Source: an optimization exercise on an open RTL-to-GDS flow (aim: small area, a short achievable clock period and few clock cycles per item). Production flows keep margins and buffers that such runs may drop.
No functional check of the RTL was part of any run shown here.

==> flow/design.v <==
module jlfe_xxtea (
    input  wire         clk,
    input  wire         rst,           
    input  wire         cmd_valid,
    output wire         cmd_ready,
    input  wire         cmd_decrypt,   
    input  wire [3:0]   cmd_nm1,       
    input  wire [127:0] cmd_key,       
    input  wire         in_valid,
    output wire         in_ready,
    input  wire [31:0]  in_data,
    output wire         out_valid,
    input  wire         out_ready,
    output wire [31:0]  out_data,
    output wire         out_last
);
    localparam [1:0] S_IDLE = 2'd0,    
                     S_LOAD = 2'd1,    
                     S_PREF = 2'd2,    
                     S_RUN  = 2'd3;    
    reg  [1:0]   state;
    reg          dec;
    reg  [3:0]   nm1;
    reg  [127:0] key;
    reg  [31:0]  v [0:15];
    reg  [3:0]   li;          
    reg  [3:0]   P;           
    reg  [3:0]   PN;          
    reg  [3:0]   PNN;         
    reg  [2:0]   m;           
    reg  [31:0]  W;           
    reg  [31:0]  Y;           
    reg  [31:0]  Z;           
    reg  [31:0]  KW;          
    reg  [31:0]  S;           
    reg          wpend;       
    reg  [3:0]   PP;          
    reg          cdec;        
    reg          LS;          
    reg          cr;          
    reg          ir;          
    reg          olast;       
    reg  [2:0]   AE, AO;      
    reg  [2:0]   R1, R2;      
    reg          F1N, F1C, F1I, F2C, F2I;
    reg  [15:0]  LD;          
    reg          oact;        
    reg  [3:0]   o;           
    reg  [3:0]   onm1;        
    wire running = (state == S_RUN);
    wire loading = (state == S_LOAD);
    wire [31:0] mx_a, mx_b, w_new;
    xxtea_add32 add_a (.a((Z >> 5) ^ (Y << 2)), .b((Y >> 3) ^ (Z << 4)), .ci(1'b0), .s(mx_a));
    xxtea_add32 add_b (.a(S ^ Y), .b(KW ^ Z), .ci(1'b0), .s(mx_b));
    xxtea_add32 add_w (.a(W), .b(mx_a ^ mx_b ^ {32{dec}}), .ci(dec), .s(w_new));
    wire [3:0]  pnn_next  = dec ? ((PNN == 4'd0) ? nm1 : PNN - 4'd1)
                                : ((PNN == nm1)  ? 4'd0 : PNN + 4'd1);
    wire        n2 = (nm1 == 4'd1);
    wire [3:0]  s0 = dec ? nm1 : 4'd0;
    wire [3:0]  s1 = dec ? nm1 - 4'd1 : 4'd1;
    wire [3:0]  s2 = dec ? (n2 ? nm1 : nm1 - 4'd2) : (n2 ? 4'd0 : 4'd2);
    wire [3:0]  rend      = dec ? 4'd0 : nm1;
    wire        round_end = (P == rend);
    wire        last_rnd  = (m == (dec ? 3'd1 : 3'd6));
    wire        last_step = running && LS;
    wire [2:0]  m_next    = round_end ? (dec ? m - 3'd1 : m + 3'd1) : m;
    reg  [31:0] sum_n;
    always @(*) begin
        case (running ? m_next : (dec ? 3'd6 : 3'd1))
            3'd1:    sum_n = 32'h9E3779B9;
            3'd2:    sum_n = 32'h3C6EF372;
            3'd3:    sum_n = 32'hDAA66D2B;
            3'd4:    sum_n = 32'h78DDE6E4;
            3'd5:    sum_n = 32'h1715609D;
            default: sum_n = 32'hB54CDA56;
        endcase
    end
    wire [1:0]  ksel_n = (running ? PN[1:0] : s0[1:0]) ^ sum_n[3:2];
    wire out_more  = oact && (o != onm1);        
    wire out_fire  = oact && out_ready;
    wire out_free  = !oact || (out_ready && (o == onm1));
    assign cmd_ready = cr;
    wire cmd_fire    = cmd_valid && cr;
    assign in_ready  = ir;
    wire in_fire     = in_valid && ir;
    wire load_last   = (li == nm1);
    wire go_run = out_free && ((state == S_PREF) || (loading && in_fire && load_last));
    assign out_valid = oact;
    assign out_data  = W;
    assign out_last  = olast;
    wire [31:0] C      = cdec ? Y : Z;
    wire [31:0] wdata  = wpend ? C : in_data;      
    wire [31:0] r_even = v[{AE, 1'b0}];
    wire [31:0] r_odd  = v[{AO, 1'b1}];
    wire [31:0] rd1 = F1N ? w_new : F1C ? C : F1I ? in_data
                    : R1[2] ? r_odd : R1[1] ? v[0] : r_even;
    wire [31:0] rd2 = F2C ? C : F2I ? in_data
                    : R2[2] ? r_odd : R2[1] ? v[0] : r_even;
    integer k;
    always @(posedge clk) begin
        for (k = 0; k < 16; k = k + 1)
            if ((wpend && (PP == k)) || (in_valid && LD[k]))
                v[k] <= wdata;
        if (running || go_run || out_fire)
            W <= rd1;
        KW <= key[32*ksel_n +: 32];
        S  <= sum_n;
        if (running) begin
            PP   <= P;
            cdec <= dec;
        end
        if (running && (dec || n2))
            Y <= w_new;
        else if (in_fire && dec && (li == 4'd0))
            Y <= in_data;
        else if ((running || go_run) && !dec)
            Y <= rd2;
        if (running && (!dec || n2))
            Z <= w_new;
        else if (in_fire && !dec)
            Z <= in_data;
        else if ((running || go_run) && dec)
            Z <= rd2;
        if (go_run) begin
            P   <= s0;
            PN  <= s1;
            PNN <= s2;
            m   <= dec ? 3'd6 : 3'd1;
        end else if (running) begin
            P   <= PN;
            PN  <= PNN;
            PNN <= pnn_next;
            m   <= m_next;
        end
        if (rst) begin
            state <= S_IDLE;
            oact  <= 1'b0;
            wpend <= 1'b0;
            LS    <= 1'b0;
            cr    <= 1'b1;
            ir    <= 1'b0;
        end else begin
            state <= nx_state;
            oact  <= nx_oact;
            wpend <= running;
            LS    <= nx_ls;
            cr    <= (nx_state == S_IDLE) || nx_ls;
            ir    <= nx_ir;
        end
        AE  <= nx_ae;
        AO  <= nx_ao;
        R1  <= {nx_a1[0], nx_a1 == 4'd0, !nx_a1[0] && (nx_a1 != 4'd0)};
        R2  <= {nx_a2[0], nx_a2 == 4'd0, !nx_a2[0] && (nx_a2 != 4'd0)};
        F1N <= nx_ls && dec;
        F1C <= running && (nx_a1 == P);
        F2C <= running && (nx_a2 == P);
        F1I <= nx_loading && !nx_out_more && (nx_s0 == nx_li);
        F2I <= nx_loading && (nx_s1 == nx_li);
        for (k = 0; k < 16; k = k + 1)
            LD[k] <= !rst && nx_ir && (nx_li == k);
        o     <= nx_o;
        onm1  <= nx_onm1;
        olast <= (nx_o == nx_onm1);
        li    <= nx_li;
        if (cmd_fire) begin
            dec <= cmd_decrypt;
            nm1 <= cmd_nm1;
            key <= cmd_key;
        end
    end
    reg  [1:0]  nx_state;
    reg         nx_oact;
    reg  [3:0]  nx_o, nx_onm1, nx_li;
    wire        nx_ls = running && (PN == rend) && last_rnd;
    wire        nx_loading  = (nx_state == S_LOAD);
    wire        nx_running  = (nx_state == S_RUN);
    wire        nx_ir       = nx_loading && !running && (!nx_oact || (nx_li <= nx_o));
    wire        nx_out_more = nx_oact && (nx_o != nx_onm1);
    wire        nx_dec      = cmd_fire ? cmd_decrypt : dec;
    wire [3:0]  nx_nm1      = cmd_fire ? cmd_nm1 : nm1;
    wire [3:0]  nx_s0       = nx_dec ? nx_nm1 : 4'd0;
    wire [3:0]  nx_s1       = nx_dec ? nx_nm1 - 4'd1 : 4'd1;
    wire [3:0]  nx_pn       = go_run ? s1 : running ? PNN : PN;
    wire [3:0]  nx_pnn      = go_run ? s2 : running ? pnn_next : PNN;
    wire [3:0]  nx_a1       = nx_running ? nx_pn  : (nx_out_more ? nx_o + 4'd1 : nx_s0);
    wire [3:0]  nx_a2       = nx_running ? nx_pnn : nx_s1;
    wire [2:0]  nx_ae       = (!nx_a1[0] && (nx_a1 != 4'd0)) ? nx_a1[3:1] : nx_a2[3:1];
    wire [2:0]  nx_ao       = nx_a1[0] ? nx_a1[3:1] : nx_a2[3:1];
    always @(*) begin
        nx_oact = oact;
        nx_o    = o;
        nx_onm1 = onm1;
        if (last_step) begin
            nx_oact = 1'b1;
            nx_o    = 4'd0;
            nx_onm1 = nm1;
        end else if (out_fire) begin
            if (o == onm1)
                nx_oact = 1'b0;
            nx_o = o + 4'd1;
        end
        nx_li    = in_fire ? li + 4'd1 : li;
        nx_state = state;
        if (cmd_fire) begin
            nx_li    = 4'd0;
            nx_state = S_LOAD;
        end else begin
            case (state)
                S_LOAD:  if (in_fire && load_last)
                             nx_state = go_run ? S_RUN : S_PREF;
                S_PREF:  if (go_run)
                             nx_state = S_RUN;
                S_RUN:   if (last_step)
                             nx_state = S_IDLE;
                default: ;
            endcase
        end
    end
endmodule
module xxtea_add32 (
    input  wire [31:0] a,
    input  wire [31:0] b,
    input  wire        ci,
    output wire [31:0] s
);
    wire [31:0] p0 = a ^ b;
    reg  [31:0] g, p, gn, pn;
    integer d, i;
    always @(*) begin
        g = a & b;
        p = p0;
        g[0] = g[0] | (p0[0] & ci);
        for (d = 1; d < 32; d = d * 2) begin
            gn = g;
            pn = p;
            for (i = d; i < 32; i = i + 1) begin
                gn[i] = g[i] | (p[i] & g[i-d]);
                pn[i] = p[i] & p[i-d];
            end
            g = gn;
            p = pn;
        end
    end
    assign s = p0 ^ {g[30:0], ci};
endmodule
==> flow/flow/run.sh <==
#!/bin/bash
# The standard synthesis and layout, with two changes: the timing repair
# passes aim for more setup slack than the clock period needs, on the worst
# paths only, so they keep speeding up the mixing loop; and the buffer put
# on every input and output port is a plain buf_1.
set -euo pipefail
bash standard.sh synth > synth.log 2>&1
bash standard.sh SETUP_SLACK_MARGIN=9 TNS_END_PERCENT=0 SKIP_GATE_CLONING=1 \
    "BUFFER_PORTS_ARGS=-buffer_cell sky130_fd_sc_hd__buf_1" finish > layout.log 2>&1
==> flow/standard.sh <==
#!/bin/bash
# synth_recipe.tcl (not shown) runs the flow's synth.tcl, then flattens the netlist and writes it again
# the make line also repeats each setting of config.mk as NAME=value (left out here)
make -C /OpenROAD-flow-scripts/flow DESIGN_CONFIG=/design/flow/config.mk WORK_HOME=/design/flow/orfs CLKGATE_MAP_FILE= SYNTH_SCRIPT=/design/flow/synth_recipe.tcl "${@:-finish}"
==> flow/config.mk <==
export PLATFORM = sky130hd
export DESIGN_NAME = jlfe_xxtea
export DESIGN_NICKNAME = jlfe_xxtea
export VERILOG_FILES = /design/flow/design.v
export SDC_FILE = /design/flow/constraint.sdc
export NUM_CORES = 4
export LEC_CHECK = 0
export CAP_MARGIN = 20
export CORE_MARGIN = 2
export CORE_UTILIZATION = 40
export CTS_CLUSTER_DIAMETER = 80
export CTS_CLUSTER_SIZE = 20
export PLACE_DENSITY = 0.6
export SLEW_MARGIN = 20
==> flow/constraint.sdc <==
create_clock -name core_clock -period 12.0 [get_ports {clk}]
set_input_delay 2.4000 -clock core_clock [delete_from_list [all_inputs] [get_ports {clk}]]
set_output_delay 2.4000 -clock core_clock [all_outputs]
set_load 0.01 [all_outputs]
==> results of run 1 <==
## state kept, by name, summed over array words and instances, names as in the netlist, 3 cells and up
signal  count
Z          32
onm1        4
Y          32
key       128
W          32
S          13
li          4
o           4
v         512
nm1         4
m           3
LD         16
KW         32
AE          3
PNN         4
PN          4
PP          4
AO          3
P           4
## worst paths after layout
path | startpoint | slack, ns | to
worst min-delay path | onm1[3] | 0.49 | onm1[3]
worst max register to register | Z[10] | 6.93 | W[31]
worst max-delay path | Z[10] | 6.93 | W[31]
worst min register to register | onm1[3] | 0.49 | onm1[3]
## timing repair
action	4_1_cts	5_1_grt
resized for setup	84	33
hold buffers	0	0
endpoints found under the setup margin	1046	1002
hold endpoints to repair	0	0
pin swaps	67	13
setup buffers	68	9
## critical path, delay by kind of cell, from the launching register on
family	cells	cell delay, ns
buf+inv	1	0.18
flops	1	0.47
compound gates	10	1.93
xor+xnor	4	0.69
simple gates	4	0.89
fa+ha+maj	2	0.67
## layer usage
metal / share of wire (%) / vias to the layer above / global-route usage (%)
li1: - / 13844 / -
met1: 42 / 14951 / 32.9
met2: 44 / 1353 / 37.1
met3: 10 / 222 / 6.94
met4: 3.1 / 30 / 7.17
met5: 0.14 / - / 0
## placed cells by master (no fill, tap or decap), types with 13 or more instances in the layout
cell type  instances
a211o_1           13
a211oi_1          53
a21o_1            51
a21oi_1          191
a21oi_2           30
a221oi_1          54
a22o_1            13
a22oi_1           20
a31oi_1           15
and3_1            14
buf_1            205
buf_4            151
clkbuf_16         53
dfxtp_1           93
dfxtp_2           14
edfxtp_1         748
ha_1             102
inv_1             85
mux2_2            77
mux2i_1          198
mux4_2            55
nand2_1          289
nand2b_1          33
nand3_1           39
nor2_1           242
nor2b_1           32
nor3_1            18
o211ai_1          66
o21a_1            29
o21ai_0          195
o21ai_4           15
o22ai_1           25
or3_1             13
xnor2_1          137
xnor2_2           18
xor2_1           156
## layout make-up
type	count	area [µm²]
diodes	4	10.0
flip-flops and latches	857	24700
well taps	1414	1770
inverters	92	353
clock inverters	19	267
clock buffers	62	1360
fillers	9912	59700
multi-input cells	2431	18600
repair buffers	357	1910
## kinds of logic (layout without fill, tap and decap cells)
| group | after synthesis | after routing | synth area share (%) |
|---|---|---|---|
| DFF | 857 | 857 | 56.3 |
| other | 0 | 4 | 0 |
| muxes | 335 | 335 | 9.52 |
| AOI/OAI and AO/OA | 911 | 911 | 13.7 |
| buffers and inverters | 285 | 530 | 2.88 |
| xor gates and xnor gates | 316 | 316 | 6.40 |
| adders and majority gates | 117 | 117 | 3.42 |
| and+or+nand+nor | 752 | 752 | 7.72 |
## stage by stage
stage,setup slack (ns),instance area [µm²]
6_report,6.93,49000
5_1_grt,6.79,49000
4_1_cts,7.07,48700
3_5_place_dp,6.32,46200
3_3_place_gp,6.38,46100
2_1_floorplan,6.31,43800
==> results.txt, run 1 <==
* Reg2Reg Depth at 21
* CP Data Required Time at 12.43 ns
* Worst-path clk slew at 0.09 ns
* Worst-path maximum fanout at 4
* Congestion Overflow GR at 0
* Fin crit period at 5.07 ns
* Chip width at 335 µm
* Syn_area_per_cell at 12.2 µm²
* Final TNS setup at 0 ns
* Worst hold path cell count at 2
* CTS tree: done
* Cell Chain, Critical Path: buf_4 > xor2_1 > ha_1 > and4_1 > and3_1 > and3_1 > a221oi_4 > a21oi_2 > a311o_1 > a21o_1 > a21oi_2 > xnor2_2 > ha_1 > nand2_2 > o21ai_4 > a21oi_1 > o221ai_1 > o22ai_1 > xnor2_1 > xnor2_1 > a21oi_1
* Main flop type after synthesis: edfxtp_1
* Die Span Y at 335 µm
* Slowest cell on crit path: edfxtp_1
* Post-Layout Cell Count at 5,236
* Share of layout cells above drive strength 1 at 14.1%
* Largest net degree at the start of global routing at 74
* Number of flops mapped to enable cells by yosys at 748
* Starting Density at 40.2%
* Clock latency (worst-skew pair) at 0.73 ns
* RSZ-0062 raised after global routing: true
* Final Max Slew Viols at 0
* Top cells by area, synth: edfxtp_1, dfxtp_1, mux2i_1
* Async SR Flop Fraction at 0%
* Vias per inst at 5.81
* Setup Viol. Count Final at 0
* Port-buffer cells at 205
* Avg WL per Cell at 26.3 µm
* Clock sinks at 857
* CTS max path bufs at 3
* Synth-to-layout area growth at 11.9%
* H-Tree Depth at 2
* Final ANT Viol Nets at 0
* Setup CP Type: register to register
* Synth Instances at 3,573
* Vias at 30,400
* CP startpoint kind: register
* Register area share after synthesis at 56.3%
* Post-synth top area share at 51.4%
* F_max at 0.197 GHz
* Routed WL at 138,000 µm
* First-pass DRT Iterations at 5
* Ports at 206
* Outcome: finished clean
* #FFs+latches synth at 857
* Slew headroom at 23.4%
* Max incr delay on CP at 0.47 ns
* Hold Path Class: register to register
* CTS buffer count at 53
* Mapped Nets at 3,860
* Placer Congestion at 0.975
* Vias in the first global route at 29,097
* Die Area at 112,000 µm²
* Hold_ws at 0.495 ns
* Cell Rows at 121
* First-pass GRT wire length at 198,000 µm
* Drt drc at 0
* Total GRT Usage at 24.1%
* Final Hold Viols at 0
* Worst slew pin tran at 1.14 ns
* Synth Cell Area at 43,700 µm²
* Layout Utilization at 45.0%
* DRT iter0 DRCs at 3,210
* Fin crit share at 42.3%
* Clk root buf: clkbuf_16
* Max_cap viols at 0
* CP Capture Type: register
* Commonest cells in the netlist: edfxtp_1, nand2_1, nor2_1
* Synth Warn # at 3
* Initial antenna violation count at 22
* Dpl hpwl at 94,000 µm
* Nets at 4,079
* Count leader, synth: edfxtp_1
* Placed cells at 5,073
* Fin Clk Skew at 0.0837 ns
* CP arrival at 5.50 ns
* Core area at 109,000 µm²
* Yosys cell types at 103
* Cell accounting for the most synthesized area: edfxtp_1
==> inputs of run 2 (changes only) <==
==> flow/flow/run.sh (replaced) <==
#!/bin/bash
# The standard synthesis and layout. The only change: the timing repair
# passes aim for more setup slack than the clock period needs, on the worst
# paths only, so they keep speeding up the mixing loop.
set -euo pipefail
bash standard.sh synth > synth.log 2>&1
bash standard.sh SETUP_SLACK_MARGIN=9 TNS_END_PERCENT=0 SKIP_GATE_CLONING=1 finish > layout.log 2>&1
==> results.txt, run 2 <==
* Setup CP Type: register to register
* Pre-CTS WS at 6.00 ns (-0.326 ns)
* Setup Viol. Count Final at 0 (unchanged)
* H-Tree Depth at 2 (unchanged)
* Worst-path clk slew at 0.09 ns (about the same)
* CP startpoint: Y[3]
* Avg WL per Cell at 26.2 µm (-0.52%)
* Post-synth top area share at 51.4% (unchanged)
* Async SR Flop Fraction at 0% (unchanged)
* Synth Warn # at 3 (unchanged)
* Leading cell types in the layout, fill and taps excluded: edfxtp_1, nand2_1, nor2_1, clkdlybuf4s50_1, mux2i_1
* Ports at 206 (unchanged)
* F_max at 0.200 GHz (+1.3%)
* Routed WL at 138,000 µm (about the same)
* Vias at 30,575 (+0.58%)
* CP startpoint kind: register
* Max reg flops at 512 (unchanged)
* Vias in the first global route at 29,007 (-0.31%)
* Commonest non-fill, non-tap cell in the layout: edfxtp_1
* Die Area at 112,000 µm² (unchanged)
* Final Worst Setup Slack at 6.99 ns (+0.0673 ns)
* Final Hold Viols at 0 (unchanged)
* Register area share after synthesis at 56.3% (unchanged)
* Placer Congestion at 0.939 (-3.7%)
* Main flop type after synthesis: edfxtp_1
* Reg-to-Reg End: Y[28]
* Drt drc at 0 (unchanged)
* CP Data Required Time at 12.54 ns (+0.11 ns)
* Worst Setup EP: Y[28]
* CTS buffer count at 54 (+1.9%)
* Number of flops mapped to enable cells by yosys at 748 (unchanged)
* Outcome: finished clean
* R2r setup slk at 6.99 ns (+0.07 ns)
* Clock sinks at 857 (unchanged)
* Fin Clk Skew at 0.0426 ns (-0.0411 ns)
* Max_cap viols at 0 (unchanged)
* CP arrival at 5.55 ns (+0.05 ns)
* DRT iter0 DRCs at 3,303 (+2.9%)
* Clk root buf: clkbuf_16
* Die Span Y at 335 µm (unchanged)
* Syn_area_per_cell at 12.2 µm² (unchanged)
* First-pass GRT wire length at 199,000 µm (+0.15%)
* Final Max Slew Viols at 0 (unchanged)
* # hold bufs at CTS at 0 (unchanged)
* Congestion Overflow GR at 0 (unchanged)
* Slew headroom at 23.6% (+0.15 points)
* Nets at 4,108 (+0.71%)
* Commonest cells in the netlist: edfxtp_1, nand2_1, nor2_1
* Top cells by area, synth: edfxtp_1, dfxtp_1, mux2i_1
* Count leader, synth: edfxtp_1
* Synth-to-layout area growth at 15.8%
* Clock latency (worst-skew pair) at 0.70 ns (-0.03 ns)
* Fin crit share at 41.7% (-0.56 points)
* Final TNS setup at 0 ns (unchanged)
* CTS max path bufs at 3 (unchanged)
* Post-route cell area at 50,600 µm² (+3.4%)
* Worst-path maximum fanout at 4 (unchanged)
* Final ANT Viol Nets at 0 (unchanged)
* Dpl hpwl at 93,000 µm (-0.98%)
* Largest net degree at the start of global routing at 79 (+6.8%)
* Top flop regs: v (512), key (128)
* Cell Rows at 121 (unchanged)
* Worst reg2reg path startpoint: Y[3]
* CP Capture Type: register
* Vias per inst at 5.81 (about the same)
* Total GRT Usage at 23.9% (-0.14 points)
* Synth Instances at 3,573 (unchanged)
* Chip width at 335 µm (unchanged)
* Cell accounting for the most synthesized area: edfxtp_1
* Reg2Reg Depth at 21 (unchanged)
* Register name with the most flops: v
* Core area at 109,000 µm² (unchanged)
* Port-buffer cells at 205 (unchanged)
* Mapped Nets at 3,860 (unchanged)
* Placed cell area at 47,400 µm² (+2.7%)
* Starting Density at 40.2% (unchanged)
* Share of layout cells above drive strength 1 at 15.3% (+1.1 points)
* Fin crit period at 5.01 ns (-0.0673 ns)
* Worst slew pin tran at 1.14 ns (+0.000401 ns)
* CTS tree: done
* RSZ-0062 raised after global routing: true
* Yosys cell types at 103 (unchanged)
* Hold Path Class: register to register
* #FFs+latches synth at 857 (unchanged)
* Synth Cell Area at 43,700 µm² (unchanged)
* Initial antenna violation count at 7 (-68%)
* First-pass DRT Iterations at 5 (unchanged)
run 2: cell counts after synthesis:
Identical to the previous run, type by type.
run 2: how the worst min path moves through the flow:
stage | from | endpoint | cells after the start | slack, ns
final | onm1[3] | onm1[3] | 2 | 0.49
after detailed placement | onm1[3] | onm1[3] | 2 | 0.48
after CTS | onm1[3] | onm1[3] | 2 | 0.49
after global placement | onm1[3] | onm1[3] | 2 | 0.47
after global routing | onm1[0] | onm1[0] | 2 | 0.53
after floorplan | P[0] | PP[0] | 0 | 0.42
run 2: metal layers:
| layer | vias to the layer above | share of wire, % | global-route usage [%] |
|---|---|---|---|
| met1 | 15117 | 43 | 34.1 |
| li1 | 13906 | - | - |
| met5 | - | 0.036 | 0 |
| met2 | 1348 | 45 | 37.3 |
| met4 | 8 | 2.9 | 6.79 |
| met3 | 196 | 9.2 | 4.37 |
run 2: cell type report:
| cell class | count | area (µm²) |
|---|---|---|
| inverters | 92 | 353 |
| repair buffers | 385 | 3420 |
| diodes | 2 | 5.00 |
| fillers | 9749 | 58100 |
| clock inverters | 19 | 239 |
| well taps | 1414 | 1770 |
| clock buffers | 63 | 1390 |
| flip-flops and latches | 857 | 24700 |
| multi-input cells | 2431 | 18800 |
run 2: kinds of logic after synthesis:
| logic type | synth area share [%] |
|---|---|
| AO/OA/AOI/OAI | 13.7 |
| flip-flops | 56.3 |
| AND/OR/NAND/NOR | 7.72 |
| multiplexers | 9.52 |
| XOR/XNOR | 6.40 |
| buffers and inverters | 2.88 |
| adder cells (fa/ha/maj) | 3.42 |
run 2: timing repair:
item	4_1_cts	5_1_grt
pin swaps	76	52
endpoints found under the hold margin	0	0
setup endpoints to repair	1377	1421
gates resized for setup	87	55
buffers inserted	84	27
run 2: per-stage QoR:
stage	instances	util, %	hold WS [ns]
floorplan	3573	-	0.421
global placement	5068	43.6	0.473
detailed placement	5068	43.6	0.477
CTS	5234	46.1	0.491
global route	5261	46.6	0.530
finish	5263	46.6	0.486
run 2: worst max-delay path, stage by stage (launching register included):
cell and delay [ns]:
edfxtp_1 0.43, buf_4 0.18, xor2_2 0.18, ha_1 0.32
o211ai_1 0.12, o21ai_2 0.11, nor3_2 0.17, o211ai_1 0.17
a21o_1 0.20, a21o_1 0.25, a31oi_4 0.25, o21ai_1 0.11
xnor2_1 0.34, xnor2_2 0.16, ha_1 0.38, and3_1 0.22
nor2b_1 0.15, a22o_1 0.23, a31oi_4 0.21, a31o_4 0.20
mux2_2 0.34, a21oi_1 0.16
==> inputs of run 3 (changes only) <==
--- a/flow/config.mk
+++ b/flow/config.mk
@@ -9,6 +9,6 @@
 export CORE_MARGIN = 2
-export CORE_UTILIZATION = 40
+export CORE_UTILIZATION = 55
 export CTS_CLUSTER_DIAMETER = 80
 export CTS_CLUSTER_SIZE = 20
-export PLACE_DENSITY = 0.6
+export PLACE_DENSITY = 0.7
 export SLEW_MARGIN = 20
==> results.txt, run 3 <==
* Outcome: finished clean
* Max_cap viols at 0 (unchanged)
* First-pass DRT Iterations at 6 (+1)
* Filler instances at 6,154 (-37%)
* Hold Path Class: register to register
* Count leader, synth: edfxtp_1
* Clk root buf: clkbuf_16
* CP arrival at 5.43 ns (-0.12 ns)
* Reg2Reg Depth at 21 (unchanged)
* Reg-to-Reg End: Y[31]
* Footprint of the multi-input gates at 18,700 µm² (-0.53%)
* Commonest cells in the netlist: edfxtp_1, nand2_1, nor2_1
* WHS Endpoint: onm1[3]
* Initial antenna violation count at 2 (-5)
* CTS max path bufs at 3 (unchanged)
* Cell accounting for the most synthesized area: edfxtp_1
* Adder-cell share of the synthesized area at 3.42% (unchanged)
* Clock latency (worst-skew pair) at 0.66 ns (-0.04 ns)
* H-Tree Depth at 2 (unchanged)
* Total GRT Usage at 30.7% (+6.8 points)
* Largest family of logic cells by synthesized area: compound AO/OA/AOI/OAI gates
* Compound-gate portion of the synthesized area at 13.7% (unchanged)
* Worst-path maximum fanout at 4 (unchanged)
* Port-buffer cells at 205 (unchanged)
* Worst slew pin tran at 1.16 ns (+0.0138 ns)
* Max reg flops at 512 (unchanged)
* F_max at 0.198 GHz (-0.95%)
* Commonest non-fill, non-tap cell in the layout: edfxtp_1
* CTS tree: done
* Clock sinks at 857 (unchanged)
* Setup Viol. Count Final at 0 (unchanged)
* Register area share after synthesis at 56.3% (unchanged)
* Synth Warn # at 3 (unchanged)
* Placer Congestion at 0.956 (+1.9%)
* Chip width at 286 µm (-15%)
* Final ANT Viol Nets at 0 (unchanged)
* Nets at 4,087 (-0.51%)
* Yosys cell types at 103 (unchanged)
* Worst-path clk slew at 0.08 ns (about the same)
* Cell Rows at 103 (-15%)
* Die Area at 81,800 µm² (-27%)
* Core area at 78,900 µm² (-27%)
* Register name with the most flops: v
* # hold bufs at CTS at 0 (unchanged)
* CTS buffer count at 52 (-3.7%)
* Final Max Slew Viols at 0 (unchanged)
* Synth-to-layout area growth at 14.1%
* Drt drc at 0 (unchanged)
* Fin crit period at 5.06 ns (+0.0478 ns)
* Pre-CTS WS at 6.01 ns (+0.0149 ns)
* RSZ-0062 raised after global routing: true
* Avg WL per Cell at 26.1 µm (-0.23%)
* Leading cell types in the layout, fill and taps excluded: edfxtp_1, nand2_1, nor2_1, clkdlybuf4s50_1, mux2i_1
* Ports at 206 (unchanged)
* Worst reg2reg path startpoint: Y[12]
* Synth Area in XOR/XNOR at 6.40% (unchanged)
* Mux cell area share after synthesis at 9.52% (unchanged)
* Synth Instances at 3,573 (unchanged)
* Die Span Y at 286 µm (-15%)
* R2r setup slk at 6.94 ns (-0.05 ns)
* Setup CP Type: register to register
* CP startpoint kind: register
* First-pass GRT wire length at 188,000 µm (-5.2%)
* Hold_ws at 0.497 ns (+0.0106 ns)
* Main flop type after synthesis: edfxtp_1
* #FFs+latches synth at 857 (unchanged)
* Dpl hpwl at 86,500 µm (-7.0%)
* Vias per inst at 6.28 (+8.0%)
* Worst hold path cell count at 2 (unchanged)
* Final TNS setup at 0 ns (unchanged)
* Fin crit share at 42.1% (+0.40 points)
* Final Hold Viols at 0 (unchanged)
* Fin Clk Skew at 0.0312 ns (-0.0114 ns)
* Simple logic cell fraction of the synthesized area at 7.72% (unchanged)
* Syn_area_per_cell at 12.2 µm² (unchanged)
* Slew headroom at 22.6% (-0.99 points)
* Synth Cell Area at 43,700 µm² (unchanged)
* Final Worst Setup Slack at 6.94 ns (-0.0478 ns)
* Largest net degree at the start of global routing at 74 (-6.3%)
* Top cells by area, synth: edfxtp_1, dfxtp_1, mux2i_1
* Number of flops mapped to enable cells by yosys at 748 (unchanged)
* Vias in the first global route at 29,231 (+0.77%)
* Top flop regs: v (512), key (128)
* CP Data Required Time at 12.37 ns (-0.17 ns)
* CP Capture Type: register
* Mapped Nets at 3,860 (unchanged)
* Min-delay src: onm1[3]
* DRT iter0 DRCs at 3,524 (+6.7%)
* Async SR Flop Fraction at 0% (unchanged)
* Storage cell area at 24,700 µm² (about the same)
* Share of layout cells above drive strength 1 at 14.7% (-0.59 points)
* Starting Density at 55.5% (+15 points)
* Post-synth top area share at 51.4% (unchanged)
* Routed WL at 128,000 µm (-7.4%)
* Vias at 30,641 (+0.22%)
* Congestion Overflow GR at 0 (unchanged)
-- run 3: cell types whose count changed in the layout (fill, tap and decap cells not counted), moves of 4 or more --
| cell | before | now |
|---|---|---|
| buf_4 | 175 | 157 |
| clkbuf_1 | 9 | 18 |
| a21oi_2 | 36 | 43 |
| a21oi_1 | 185 | 180 |
| ha_4 | 9 | 4 |
| ha_2 | 3 | 7 |
-- run 3: worst max path at each step --
| stage | from | end | cells after the start |
|---|---|---|---|
| after detailed placement | in_valid | R1[1] | 9 |
| after global placement | in_valid | R1[1] | 9 |
| after CTS | Y[2] | Z[25] | 23 |
| after floorplan | in_valid | Z[0] | 10 |
| after global routing | Z[9] | Z[25] | 25 |
| final | Y[12] | Y[31] | 21 |
-- run 3: cell families after synthesis --
family	after synthesis
and+or+nand+nor	752
xor gates and xnor gates	316
adders and majority gates	117
buffers and inverters	285
DFF	857
muxes	335
AOI/OAI and AO/OA	911
-- run 3: through the flow --
stage / instances / utilization (%) / cell area (µm²)
after global placement: 4701 / 59.5 / 46900
after global routing: 4882 / 63.3 / 49900
after detailed placement: 4702 / 59.5 / 46900
final: 4882 / 63.3 / 49900
after floorplan: 3573 / - / 43800
after CTS: 4868 / 63.0 / 49700
-- run 3: what timing repair did --
action,in CTS,in global routing
pin swaps,104,29
resized for setup,114,19
endpoints found under the setup margin,1417,1464
buffers inserted,81,13
-- run 3: area by class of cell --
type / count / area share (%)
diodes: 1 / 0.00501
clock buffers: 70 / 2.74
clock inverters: 15 / 0.446
inverters: 92 / 0.715
multi-input cells: 2431 / 37.4
flip-flops and latches: 857 / 49.4
well taps: 1050 / 2.63
repair buffers: 366 / 6.58
-- run 3: worst max-delay path: stages (launching register included) --
cell      delay, ns
edfxtp_1       0.53
buf_4          0.20
xor2_1         0.13
ha_1           0.34
and4_1         0.26
and3_1         0.25
and3_1         0.21
a221oi_2       0.34
a21oi_2        0.15
a311o_1        0.37
a21o_1         0.20
a21oi_2        0.17
xnor2_2        0.17
ha_1           0.30
nand2_2        0.16
o21ai_2        0.09
a21oi_1        0.16
o221ai_1       0.14
o22ai_2        0.20
xnor2_2        0.16
xnor2_2        0.16
o22ai_1        0.11
-- run 3: layer usage --
metal / wire length (µm) / vias up / GRT usage, % / part of all wire, %
li1: - / 13846 / - / -
met1: 53700 / 15080 / 44.7 / 42
met2: 58500 / 1522 / 48.2 / 46
met3: 11600 / 193 / 4.24 / 9.1
met4: 3800 / 0 / 9.25 / 3.0
met5: 0 / - / 0 / 0
==> inputs of run 4 (changes only) <==
--- a/flow/design.v
+++ b/flow/design.v
@@ -87,2 +87,3 @@
     wire go_run = out_free && ((state == S_PREF) || (loading && in_fire && load_last));
+    wire pre    = (state == S_PREF) || (loading && load_last);
     assign out_valid = oact;
@@ -103,3 +104,3 @@
                 v[k] <= wdata;
-        if (running || go_run || out_fire)
+        if (running || out_fire || (pre && !oact))
             W <= rd1;
@@ -115,3 +116,3 @@
             Y <= in_data;
-        else if ((running || go_run) && !dec)
+        else if ((running || pre) && !dec)
             Y <= rd2;
@@ -121,5 +122,10 @@
             Z <= in_data;
-        else if ((running || go_run) && dec)
+        else if ((running || pre) && dec)
             Z <= rd2;
-        if (go_run) begin
+        if (running) begin
+            P   <= PN;
+            PN  <= PNN;
+            PNN <= pnn_next;
+            m   <= m_next;
+        end else begin
             P   <= s0;
@@ -128,7 +134,2 @@
             m   <= dec ? 3'd6 : 3'd1;
-        end else if (running) begin
-            P   <= PN;
-            PN  <= PNN;
-            PNN <= pnn_next;
-            m   <= m_next;
         end
@@ -182,4 +183,4 @@
     wire [3:0]  nx_s1       = nx_dec ? nx_nm1 - 4'd1 : 4'd1;
-    wire [3:0]  nx_pn       = go_run ? s1 : running ? PNN : PN;
-    wire [3:0]  nx_pnn      = go_run ? s2 : running ? pnn_next : PNN;
+    wire [3:0]  nx_pn       = running ? PNN : s1;
+    wire [3:0]  nx_pnn      = running ? pnn_next : s2;
     wire [3:0]  nx_a1       = nx_running ? nx_pn  : (nx_out_more ? nx_o + 4'd1 : nx_s0);
==> flow/flow/run.sh (replaced) <==
#!/bin/bash
# The standard synthesis and layout, with two changes: the timing repair
# passes aim for more setup slack than the clock period needs, on the worst
# paths only, so they keep speeding up the mixing loop; and the buffer put
# on every input and output port is a plain buf_1.
set -euo pipefail
bash standard.sh synth > synth.log 2>&1
bash standard.sh SETUP_SLACK_MARGIN=9 TNS_END_PERCENT=0 SKIP_GATE_CLONING=1 \
    "BUFFER_PORTS_ARGS=-buffer_cell sky130_fd_sc_hd__buf_1" finish > layout.log 2>&1
--- a/flow/config.mk
+++ b/flow/config.mk
@@ -9,6 +9,6 @@
 export CORE_MARGIN = 2
-export CORE_UTILIZATION = 55
+export CORE_UTILIZATION = 40
 export CTS_CLUSTER_DIAMETER = 80
 export CTS_CLUSTER_SIZE = 20
-export PLACE_DENSITY = 0.7
+export PLACE_DENSITY = 0.6
 export SLEW_MARGIN = 20
==> results.txt, run 4 <==
* Synth Instances at 3,493 (-2.2%)
* Worst-path clk slew at 0.08 ns (about the same)
* Placer Congestion at 0.909 (-4.9%)
* Total GRT Usage at 22.7% (-8.1 points)
* CTS max path bufs at 3 (unchanged)
* Top flop regs: v (512), key (128)
* CP Capture Type: register
* Vias per inst at 5.77 (-8.1%)
* CP arrival at 5.53 ns (+0.10 ns)
* Layout Utilization at 44.9% (-18 points)
* Max_cap viols at 0 (unchanged)
* Max reg flops at 512 (unchanged)
* Synth Cell Area at 42,900 µm² (-1.9%)
* Worst slew pin tran at 1.14 ns (-0.0139 ns)
* Outcome: finished clean
* Cell accounting for the most synthesized area: edfxtp_1
* # hold bufs at CTS at 0 (unchanged)
* Starting Density at 40.2% (-15 points)
* Ports at 206 (unchanged)
* Placed cells at 4,984 (+6.0%)
* Commonest non-fill, non-tap cell in the layout: edfxtp_1
* Die Area at 110,000 µm² (+34%)
* Slew headroom at 23.9% (+1.3 points)
* Mapped Nets at 3,780 (-2.1%)
* Initial antenna violation count at 14 (+12)
* Synth-to-layout area growth at 11.8%
* Main flop type after synthesis: edfxtp_1
* Final Hold Viols at 0 (unchanged)
* CP startpoint kind: register
* Fin crit share at 42.8% (+0.63 points)
* Register name with the most flops: v
* Congestion Overflow GR at 0 (unchanged)
* Hold Path Class: register to register
* Count leader, synth: edfxtp_1
* Post-Layout Cell Count at 5,133 (+5.1%)
* CTS tree: done
* #FFs+latches synth at 857 (unchanged)
* Register area share after synthesis at 57.3% (+0.94 points)
* Setup CP Type: register to register
* Post-synth top area share at 51.9% (+0.52 points)
* Fin Clk Skew at 0.0440 ns (+0.0128 ns)
* Vias in the first global route at 28,872 (-1.2%)
* Number of flops mapped to enable cells by yosys at 741 (-0.94%)
* Clock latency (worst-skew pair) at 0.69 ns (+0.03 ns)
* Leading cell types in the layout, fill and taps excluded: edfxtp_1, nand2_1, nor2_1, buf_1, o21ai_0
* Final ANT Viol Nets at 0 (unchanged)
* Dpl hpwl at 87,900 µm (+1.5%)
* Async SR Flop Fraction at 0% (unchanged)
* RSZ-0062 raised after global routing: true
* H-Tree Depth at 2 (unchanged)
* Final TNS setup at 0 ns (unchanged)
* Commonest cells in the netlist: edfxtp_1, nand2_1, nor2_1
* Cell Rows at 120 (+17%)
* DRT iter0 DRCs at 2,873 (-18%)
* CP Data Required Time at 12.40 ns (+0.03 ns)
* Share of layout cells above drive strength 1 at 12.7% (-2.0 points)
* Nets at 3,978 (-2.7%)
* Top cells by area, synth: edfxtp_1, dfxtp_1, mux4_2
* Syn_area_per_cell at 12.3 µm² (+0.32%)
* First-pass DRT Iterations at 7 (+1)
* Synth Warn # at 3 (unchanged)
* Largest net degree at the start of global routing at 91 (+23%)
* Setup Viol. Count Final at 0 (unchanged)
* Storage cell area at 24,600 µm² (-0.27%)
* Worst-path maximum fanout at 6 (+2)
* Final Max Slew Viols at 0 (unchanged)
* Yosys cell types at 86 (-17%)
* Avg WL per Cell at 25.0 µm (-4.5%)
* Fin crit period at 5.13 ns (+0.0752 ns)
* Clk root buf: clkbuf_16
* Footprint of the multi-input gates at 17,900 µm² (-4.2%)
* Chip width at 331 µm (+16%)
* Clock sinks at 857 (unchanged)
* Vias at 29,621 (-3.3%)
* Die Span Y at 331 µm (+16%)
* Port-buffer cells at 205 (unchanged)
* Filler instances at 9,741 (+58%)
* First-pass GRT wire length at 188,000 µm (-0.23%)
* Routed WL at 128,000 µm (+0.36%)
* Drt drc at 0 (unchanged)
* CTS buffer count at 54 (+3.8%)
* F_max at 0.195 GHz (-1.5%)
* Core area at 107,000 µm² (+35%)
==> run 4: cell types whose count changed after synthesis, sizes merged, moves of 13 or more <==
cell	previous run	this run
mux2i	202	139
buf	88	48
clkbuf	105	142
nor2	248	226
o2bb2ai	7	26
mux2	78	60
o21a	29	11
a21oi	225	209
nor3	21	35
mux4	55	68
==> run 4: stage by stage <==
stage	worst slack, ns	hold WS [ns]	cell area [µm²]
3_3_place_gp	6.49	0.466	45500
4_1_cts	7.00	0.481	47600
3_5_place_dp	6.47	0.469	45500
5_1_grt	6.63	0.506	47900
2_1_floorplan	7.36	0.429	43000
6_report	6.87	0.477	48000
==> run 4: layout make-up <==
type	count	area share [%]
diodes	6	0.0313
clock buffers	71	2.95
clock inverters	18	0.451
inverters	85	0.671
multi-input cells	2361	37.3
flip-flops and latches	857	51.3
well taps	1403	3.66
repair buffers	332	3.60
==> run 4: metal layers <==
layer / up-vias / track usage [%] / part of all wire, % / wire length [µm]
li1: 13602 / - / - / -
met1: 14807 / 30.6 / 42 / 54000
met2: 1038 / 38.2 / 49 / 62400
met3: 162 / 3.34 / 6.7 / 8600
met4: 12 / 5.76 / 2.4 / 3050
met5: - / 0 / 0.048 / 62
==> run 4: logic make-up after synthesis <==
logic type / count (synthesis) / share of synthesized area, %
AO/OA/AOI/OAI: 901 / 13.8
flip-flops: 857 / 57.3
AND/OR/NAND/NOR: 758 / 7.84
XOR/XNOR: 318 / 6.62
buffers and inverters: 275 / 2.57
multiplexers: 267 / 8.39
adder cells (fa/ha/maj): 117 / 3.48
==> run 4: worst paths after layout <==
kind,cells after the start,slack [ns],start,end
worst max-delay path,22,6.87,Z[7],Z[31]
worst min-delay path,2,0.48,PN[3],P[3]
worst max register to register,22,6.87,Z[7],Z[31]
worst min register to register,2,0.48,PN[3],P[3]
==> run 4: worst max-delay path: stages, from the launching register on <==
cell,delay [ns]
edfxtp_1,0.44
buf_4,0.18
xor2_1,0.26
ha_1,0.35
a21o_1,0.20
a21o_1,0.20
a311o_2,0.41
nand2b_1,0.08
nand2_1,0.07
a31oi_1,0.23
o21ai_2,0.11
a31oi_2,0.23
xnor2_2,0.12
ha_2,0.25
a21o_1,0.22
a21o_1,0.18
a221o_1,0.36
a311oi_1,0.21
o21ai_1,0.14
a21oi_2,0.17
o21ai_1,0.10
xor2_1,0.24
a22oi_1,0.14
==> run 4: what timing repair did <==
item | 4_1_cts | 5_1_grt
setup endpoints to repair | 1060 | 981
buffers inserted | 41 | 13
pin swaps | 36 | 16
resized for setup | 39 | 37
gates cloned | 0 | 0
==> inputs of run 5 (changes only) <==
==> flow/design.v (replaced) <==
module jlfe_xxtea (
    input  wire         clk,
    input  wire         rst,           
    input  wire         cmd_valid,
    output wire         cmd_ready,
    input  wire         cmd_decrypt,   
    input  wire [3:0]   cmd_nm1,       
    input  wire [127:0] cmd_key,       
    input  wire         in_valid,
    output wire         in_ready,
    input  wire [31:0]  in_data,
    output wire         out_valid,
    input  wire         out_ready,
    output wire [31:0]  out_data,
    output wire         out_last
);
    localparam [31:0] DELTA     = 32'h9E3779B9;
    localparam [31:0] SUM_DEC0  = 32'hB54CDA56;    
    localparam [2:0]  LAST_ROUND = 3'd5;
    localparam [1:0] S_IDLE = 2'd0,
                     S_LOAD = 2'd1,
                     S_RUN  = 2'd2,
                     S_OUT  = 2'd3;
    reg  [1:0]   state;
    reg          decrypt;
    reg  [3:0]   nm1;
    reg  [127:0] key;
    reg  [31:0]  v [0:15];
    reg  [3:0]   idx;         
    reg  [2:0]   round;
    reg  [31:0]  sum;
    wire [3:0]  idx_next = (idx == nm1)  ? 4'd0 : idx + 4'd1;
    wire [3:0]  idx_prev = (idx == 4'd0) ? nm1  : idx - 4'd1;
    wire [31:0] y = v[idx_next];
    wire [31:0] z = v[idx_prev];
    wire [31:0] w = v[idx];
    wire [1:0]  e    = sum[3:2];
    wire [1:0]  ksel = idx[1:0] ^ e;
    wire [31:0] kw   = key[32*ksel +: 32];
    wire [31:0] mx = (((z >> 5) ^ (y << 2)) + ((y >> 3) ^ (z << 4)))
                   ^ ((sum ^ y) + (kw ^ z));
    wire [31:0] w_new = decrypt ? (w - mx) : (w + mx);
    wire        round_end = decrypt ? (idx == 4'd0) : (idx == nm1);
    assign cmd_ready = (state == S_IDLE);
    assign in_ready  = (state == S_LOAD);
    assign out_valid = (state == S_OUT);
    assign out_data  = v[idx];
    assign out_last  = (idx == nm1);
    always @(posedge clk) begin
        if (rst) begin
            state <= S_IDLE;
            idx   <= 4'd0;
            round <= 3'd0;
        end else begin
            case (state)
                S_IDLE: begin
                    if (cmd_valid) begin
                        decrypt <= cmd_decrypt;
                        nm1     <= cmd_nm1;
                        key     <= cmd_key;
                        idx     <= 4'd0;
                        state   <= S_LOAD;
                    end
                end
                S_LOAD: begin
                    if (in_valid) begin
                        v[idx] <= in_data;
                        if (idx == nm1) begin
                            state <= S_RUN;
                            round <= 3'd0;
                            if (decrypt) begin
                                idx <= nm1;
                                sum <= SUM_DEC0;
                            end else begin
                                idx <= 4'd0;
                                sum <= DELTA;
                            end
                        end else begin
                            idx <= idx + 4'd1;
                        end
                    end
                end
                S_RUN: begin
                    v[idx] <= w_new;
                    if (round_end) begin
                        if (round == LAST_ROUND) begin
                            state <= S_OUT;
                            idx   <= 4'd0;
                        end else begin
                            round <= round + 3'd1;
                            if (decrypt) begin
                                idx <= nm1;
                                sum <= sum - DELTA;
                            end else begin
                                idx <= 4'd0;
                                sum <= sum + DELTA;
                            end
                        end
                    end else begin
                        idx <= decrypt ? idx_prev : idx_next;
                    end
                end
                S_OUT: begin
                    if (out_ready) begin
                        if (idx == nm1) begin
                            state <= S_IDLE;
                            idx   <= 4'd0;
                        end else begin
                            idx <= idx + 4'd1;
                        end
                    end
                end
            endcase
        end
    end
endmodule
==> flow/run.sh (new file) <==
#!/bin/bash
# synth_recipe.tcl (not shown) runs the flow's synth.tcl, then flattens the netlist and writes it again
# the make line also repeats each setting of config.mk as NAME=value (left out here)
make -C /OpenROAD-flow-scripts/flow DESIGN_CONFIG=/design/flow/config.mk WORK_HOME=/design/flow/orfs CLKGATE_MAP_FILE= SYNTH_SCRIPT=/design/flow/synth_recipe.tcl finish
--- a/flow/config.mk
+++ b/flow/config.mk
@@ -10,4 +10,2 @@
 export CORE_UTILIZATION = 40
-export CTS_CLUSTER_DIAMETER = 80
-export CTS_CLUSTER_SIZE = 20
 export PLACE_DENSITY = 0.6
removed: flow/flow/run.sh
removed: flow/standard.sh
==> results.txt, run 5 <==
* Synth Area in XOR/XNOR at 6.01% (-0.61 points)
* Vias in the first global route at 30,704 (+6.3%)
* Register area share after synthesis at 48.1% (-9.2 points)
* Fin crit share at 94.5% (+52 points)
* Final Max Slew Viols at 0 (unchanged)
* Share of layout cells above drive strength 1 at 18.4% (+5.7 points)
* First-pass DRT Iterations at 6 (-1)
* Largest family of logic cells by synthesized area: multiplexers
* Storage cell area at 20,600 µm² (-16%)
* Footprint of the multi-input gates at 21,400 µm² (+20%)
* Synth Cell Area at 42,800 µm² (-0.17%)
* Post-route cell area at 49,700 µm² (+3.6%)
* Core area at 107,000 µm² (-0.14%)
* Mux cell area share after synthesis at 18.0% (+9.6 points)
* Worst-path maximum fanout at 66 (+60)
* Top flop regs: v (512), key (128), sum (32)
* Placer Congestion at 0.970 (+6.7%)
* Synth-to-layout area growth at 16.1%
* Max_cap viols at 0 (unchanged)
* Vias at 32,073 (+8.3%)
* Fin crit period at 11.34 ns (+6.21 ns)
* Worst slew pin tran at 1.13 ns (-0.00826 ns)
* Dpl hpwl at 97,100 µm (+11%)
* Clock sinks at 690 (-19%)
* Vias per inst at 6.39 (+11%)
* Setup CP Type: register to register
* Ports at 206 (unchanged)
* Initial antenna violation count at 5 (-9)
* #FFs+latches synth at 690 (-19%)
* Yosys cell types at 101 (+17%)
* Routed WL at 148,000 µm (+16%)
* Placed cell area at 47,100 µm² (+3.7%)
* Setup Viol. Count Final at 0 (unchanged)
* Chip width at 331 µm (about the same)
* Starting Density at 40.2% (about the same)
* CTS tree: done
* Clock latency (worst-skew pair) at 0.66 ns (-0.03 ns)
* Syn_area_per_cell at 12.8 µm² (+4.2%)
* Hold Path Class: register to register
* H-Tree Depth at 3 (+1)
* Post-Layout Cell Count at 5,021 (-2.2%)
* Filler instances at 9,496 (-2.5%)
* Fin Clk Skew at 0.0347 ns (-0.00927 ns)
* Die Area at 110,000 µm² (-0.17%)
* CTS buffer count at 79 (+46%)
* CP arrival at 11.72 ns (+6.19 ns)
* Top cells by area, synth: edfxtp_1, mux4_2, ha_1
* Die Span Y at 331 µm (about the same)
* Placed cells at 4,871 (-2.3%)
* Clk root buf: clkbuf_16
* Main flop type after synthesis: edfxtp_1
* Worst-path clk slew at 0.06 ns (-0.02 ns)
* CP Capture Type: register
* Outcome: finished clean
* CTS max path bufs at 3 (unchanged)
* Final TNS setup at 0 ns (unchanged)
* Simple logic cell fraction of the synthesized area at 9.39% (+1.6 points)
* Avg WL per Cell at 29.5 µm (+18%)
* First-pass GRT wire length at 211,000 µm (+13%)
* Slowest cell on crit path: a21oi_1
* Congestion Overflow GR at 0 (unchanged)
* CP Data Required Time at 12.38 ns (-0.02 ns)
* Count leader, synth: edfxtp_1
* Leading cell types in the layout, fill and taps excluded: edfxtp_1, nand2_1, mux4_2, clkdlybuf4s50_1, a21oi_1
* Synth Instances at 3,347 (-4.2%)
* Cell accounting for the most synthesized area: edfxtp_1
* Final ANT Viol Nets at 0 (unchanged)
* Total GRT Usage at 26.5% (+3.9 points)
* Max incr delay on CP at 0.86 ns (+0.42 ns)
* Nets at 3,864 (-2.9%)
* Synth Warn # at 1 (-2)
* CP startpoint kind: register
* Compound-gate portion of the synthesized area at 11.8% (-2.0 points)
* Slew headroom at 24.4% (+0.55 points)
* RSZ-0062 raised after global routing: false
* Drt drc at 0 (unchanged)
* Port-buffer cells at 205 (unchanged)
* Largest net degree at the start of global routing at 123 (+35%)
* Cell Rows at 120 (unchanged)
* Async SR Flop Fraction at 0% (unchanged)
* Commonest non-fill, non-tap cell in the layout: edfxtp_1
* Post-synth top area share at 47.5% (-4.4 points)
* Mapped Nets at 3,657 (-3.3%)
* Final Hold Viols at 0 (unchanged)
* F_max at 0.0882 GHz (-55%)
* DRT iter0 DRCs at 4,441 (+55%)
* Register name with the most flops: v
* Max reg flops at 512 (unchanged)
* Commonest cells in the netlist: edfxtp_1, nand2_1, mux4_2
* Number of flops mapped to enable cells by yosys at 677 (-8.6%)
* Adder-cell share of the synthesized area at 4.16% (+0.68 points)
==> run 5: cell types whose count changed in the layout (fill, tap and decap cells not counted), moves of 94 or more <==
cell             delta
nor2_1            -135
buf_1             -205
o21ai_0            -95
mux4_2            +252
mux2i_1            -94
clkdlybuf4s50_1   +205
==> run 5: what timing repair did <==
action                     CTS  global route
hold buffers                 0             0
setup endpoints to repair    0            16
setup buffers                0             5
gates resized for setup      0             1
==> run 5: area by class of cell <==
class | count | share of cell area (%)
inverter | 60 | 0.458
clock inverter | 52 | 0.911
clock buffer | 91 | 4.11
sequential | 690 | 41.4
antenna | 2 | 0.0101
tap | 1403 | 3.53
multi-input combinational | 2378 | 43.1
timing repair buffer | 345 | 6.48
==> run 5: metrics by stage <==
stage	setup WS, ns	utilization, %	hold WS, ns
floorplan	0.238	-	0.485
global placement	0.748	44.2	0.504
detailed placement	0.553	44.2	0.518
CTS	0.426	46.6	0.531
global route	0.00475	46.6	0.590
finish	0.661	46.6	0.531
==> run 5: worst paths after layout <==
check	cells after the start	startpoint	slack, ns	to
max reg2reg	40	idx[0]	0.66	v[13][31]
min	2	round[1]	0.53	round[1]
max	40	idx[0]	0.66	v[13][31]
min reg2reg	2	round[1]	0.53	round[1]
==> run 5: cell families after synthesis <==
logic type | Yosys count
flip-flops | 690
multiplexers | 370
buffers and inverters | 279
AO/OA/AOI/OAI | 736
adder cells (fa/ha/maj) | 140
XOR/XNOR | 292
AND/OR/NAND/NOR | 840
==> run 5: metal layers <==
| layer | wire, µm | track usage (%) |
|---|---|---|
| met1 | 59900 | 37.1 |
| met2 | 66400 | 40.7 |
| met3 | 16000 | 5.61 |
| met4 | 5710 | 9.88 |
| met5 | 13 | 0 |
==> run 5: critical path, delay by kind of cell, from the launching register on <==
family	cells	cell delay, ns
and+or+nand+nor	11	2.92
buffers and inverters	4	1.07
xor gates and xnor gates	5	0.87
DFF	1	0.38
adders and majority gates	2	0.81
AOI/OAI and AO/OA	17	4.47
muxes	1	0.39

port drivers added, routing unchanged:
In the flow no input, the clock included, has a driving cell. The finished layouts below were timed again as built, in two steps.
Step 1, drivers: a clkbuf_16 drives clk and a buf_2 each remaining input, both assumed.
Step 2 adds t to the input delays and takes it off the output delays; t is the mean of the earliest and latest rising clock arrival at the registers after step 1. Input paths then give back, and output paths get back, about the clock's delay inside the block.
a / b / c = ideal / step 1 / step 2; a / b = the first two.
run	shift t [ns]	setup WS [ns]	worst data-port slew with drivers (ns)
run 1	0.755	6.925 / 6.925 / 6.289	0.19
run 2	0.758	6.993 / 6.993 / 6.392	0.20
run 3	0.712	6.945 / 6.945 / 6.460	0.09
run 4	0.739	6.870 / 6.870 / 6.575	0.19
run 5	0.716	0.661 / 0.661 / 0.661	0.07
After both steps every run listed still meets setup and hold. For run 1, which loses most, drivers alone change the setup slack by 0.000 ns; drivers and shift together by -0.636 ns.
